From an optimization exercise on the open Yosys and OpenROAD flow, aimed at small area; shortcuts taken in it are not production practice.
Function was checked by simulation only, so behaviour that the tests miss may differ from the original.
Power is estimated from default activity; no workload was simulated.

==> flow/design.v (excerpt) <==
module ata_pio_ctrl (
    input  wire        clk,
    input  wire        rst,
    input  wire        op_valid,
    output wire        op_ready,
    input  wire [7:0]  op_sel,
    input  wire [31:0] op_buf,
    input  wire [31:0] op_start,
    input  wire [31:0] op_count,
    input  wire [7:0]  op_arg,
    output reg         res_valid,
    output wire [2:0]  res_code,
    output wire [7:0]  res_value,
    output reg         ev_valid,
    input  wire        ev_ready,
    output reg  [3:0]  ev_kind,
    output wire [31:0] ev_addr,
    output wire [15:0] ev_wdata,
    input  wire [15:0] ev_rdata,
    output reg  [3:0]  tag,
    output reg         identified,
    output reg         int_enabled,
    output reg         selected_drive,
    output reg  [31:0] cursor_ptr,
    output wire [31:0] remaining,
    output reg  [31:0] lower_max,
    output reg  [31:0] upper_max,
    output reg  [31:0] sector_size,
    output wire        has_multiple,
    output reg         has_dma,
    output reg         has_lba48,
    output reg         has_flush_ext,
    output reg  [7:0]  max_multiple,
    output reg  [7:0]  cur_multiple,
    output wire [7:0]  max_ata,
    output wire [7:0]  udma_sup,
    output wire [7:0]  udma_sel
);
export LEC_CHECK = 0
export CAP_MARGIN = 20
export CORE_MARGIN = 2
export CORE_UTILIZATION = 50
export PLACE_DENSITY = 0.68
export SLEW_MARGIN = 20
create_clock -name core_clock -period 14.0 [get_ports {clk}]
standard.sh (not shown) runs the stock make flow with config.mk's settings and CLKGATE_MAP_FILE= SYNTH_SCRIPT=/design/flow/synth_recipe.tcl, a recipe that flattens the netlist after the stock synthesis.
==> flow/flow/run.sh <==
#!/bin/bash
# The standard layout (standard.sh), with these changes:
#  - pass-through outputs get no extra synthesis buffer (SYNTH_INSBUF=0);
#  - every port still gets a buffer, the smallest one (buf_1);
#  - clock tree synthesis uses clkbuf_4, clusters up to 8 sinks within
#    60 um per leaf buffer, and adds no dummy loads.
# Each tool's output stays in this folder (make_finish.log and ORFS's logs).
set -uo pipefail
F=$PWD/flow
bash standard.sh SYNTH_SCRIPT=$F/area_synth.tcl ADDER_MAP_FILE= SYNTH_INSBUF=0 \
  "BUFFER_PORTS_ARGS=-buffer_cell sky130_fd_sc_hd__buf_1" \
  "CTS_ARGS=-sink_clustering_enable -repair_clock_nets -dont_use_dummy_load -buf_list sky130_fd_sc_hd__clkbuf_4 -sink_clustering_size 8 -sink_clustering_max_diameter 60" \
  finish > make_finish.log 2>&1
status=$?
mkdir -p orfs_logs
cp orfs/logs/sky130hd/ata_pio_ctrl/base/*.log orfs_logs/ 2>/dev/null || true
exit $status
==> flow/flow/area.abc <==
strash
&get -n
&fraig -x
&deepsyn -T 60
&put
strash
&get -n
&dch -f
&nf -R 1000
&put
==> flow/flow/area_synth.tcl <==
# The standard flow's synthesis script with an area-oriented ABC mapping script.
proc synth {args} { yosys synth -nofsm -noshare {*}$args }
set ::area_abc_script [file join [file dirname [info script]] area.abc]
proc abc {args} {
  set i [lsearch -exact $args -script]
  if { $i >= 0 } { lset args [expr { $i + 1 }] $::area_abc_script }
  yosys abc {*}$args
}
source $::env(SCRIPTS_DIR)/synth.tcl
# left out here: clear keep_hierarchy, flatten, clean up, hide names made inside functions, write 1_2_yosys.v
Edit:
==> flow/flow/run.sh (replaced) <==
#!/bin/bash
# The standard layout (standard.sh), with these changes:
#  - every port still gets a buffer, the smallest one (buf_1);
#  - clock tree synthesis uses clkbuf_4 and adds no dummy loads.
# Each tool's output stays in this folder (make_finish.log and ORFS's logs).
set -uo pipefail
F=$PWD/flow
bash standard.sh SYNTH_SCRIPT=$F/area_synth.tcl ADDER_MAP_FILE= \
  "BUFFER_PORTS_ARGS=-buffer_cell sky130_fd_sc_hd__buf_1" \
  "CTS_ARGS=-sink_clustering_enable -repair_clock_nets -dont_use_dummy_load -buf_list sky130_fd_sc_hd__clkbuf_4" \
  finish > make_finish.log 2>&1
status=$?
mkdir -p orfs_logs
cp orfs/logs/sky130hd/ata_pio_ctrl/base/*.log orfs_logs/ 2>/dev/null || true
exit $status
- CORE_UTILIZATION: 50 -> 40
- PLACE_DENSITY: 0.68 -> 0.6
Outcome:
- The new run finished clean
- routed wire length goes up by 2.3%
- power goes up by 3.4%
- sequential power hardly moves
- cell count goes up by 4.2%
- setup slack gets better by 0.21 ns
- area after synthesis goes up by 1.7%
- via count goes down by 4.0%
- global-route usage goes down by 9.5 points
- design area goes up by 1.9%
Edit:
==> flow/flow/run.sh (replaced) <==
#!/bin/bash
# The standard layout (standard.sh), with these changes:
#  - pass-through outputs get no extra synthesis buffer (SYNTH_INSBUF=0);
#  - every port still gets a buffer, the smallest one (buf_1);
#  - clock tree synthesis uses clkbuf_4, clusters up to 8 sinks within
#    60 um per leaf buffer, and adds no dummy loads.
# Each tool's output stays in this folder (make_finish.log and ORFS's logs).
set -uo pipefail
F=$PWD/flow
bash standard.sh SYNTH_SCRIPT=$F/area_synth.tcl ADDER_MAP_FILE= SYNTH_INSBUF=0 \
  "BUFFER_PORTS_ARGS=-buffer_cell sky130_fd_sc_hd__buf_1" \
  "CTS_ARGS=-sink_clustering_enable -repair_clock_nets -dont_use_dummy_load -buf_list sky130_fd_sc_hd__clkbuf_4 -sink_clustering_size 8 -sink_clustering_max_diameter 60" \
  finish > make_finish.log 2>&1
status=$?
mkdir -p orfs_logs
cp orfs/logs/sky130hd/ata_pio_ctrl/base/*.log orfs_logs/ 2>/dev/null || true
exit $status
- CORE_UTILIZATION: 40 -> 60
- PLACE_DENSITY: 0.6 -> 0.75
The new run finished clean.
Area after synthesis goes down slightly.
Clock power goes down by a quarter to a third.
Fmax goes down by a few percent.
Sequential share of layout area goes up by 0.96 points.
First-iteration DRC count goes up by well over a third.
Design area goes down by a few percent.
Edit:
- CORE_UTILIZATION: 60 -> 40
- PLACE_DENSITY: 0.75 -> 0.6
Outcome: The new run passed the timing, design-rule and antenna checks. Synthesized area is unchanged. Count of clock-buffer cells in the layout is higher by 3. Clock power is higher by 5.7%. Die area is higher by 49%. Total power is higher by 2.5%. Routed wire length is higher by 15%. Final cell count is higher by about 6%. Design area is higher by about 2%.

==> static timing again, ports no longer ideal <==
How much do the figures lean on ideal ports? The routed layouts below were timed once more, with nothing changed but the port constraints. Step 1 sets driving cells, clkbuf_16 on the clock port and buf_2 on the other inputs (assumed; they add their load-dependent delay and slew). Step 2 adds t to the input delays and takes it off the output delays; t is the mean of the earliest and latest rising clock arrival at the registers after step 1. Input paths then give back, and output paths get back, about the clock's delay inside the block. Three values: ideal, step 1, step 2; two values: the first two.
run	t (ns)	setup slack, ns	hold slack, ns	worst slew at a driven data input, ns	cell pins on the clock port's net
the first run	0.835	1.463 / 1.463 / 1.463	0.500 / 0.500 / 0.500	0.06	1
the second run	0.875	1.674 / 1.674 / 1.674	0.477 / 0.477 / 0.477	0.05	1
the third run	0.745	1.091 / 1.091 / 1.091	0.486 / 0.486 / 0.486	0.11	1
the fourth run	0.843	1.614 / 1.614 / 1.614	0.480 / 0.480 / 0.480	0.06	1
After both steps every run listed still meets setup and hold.
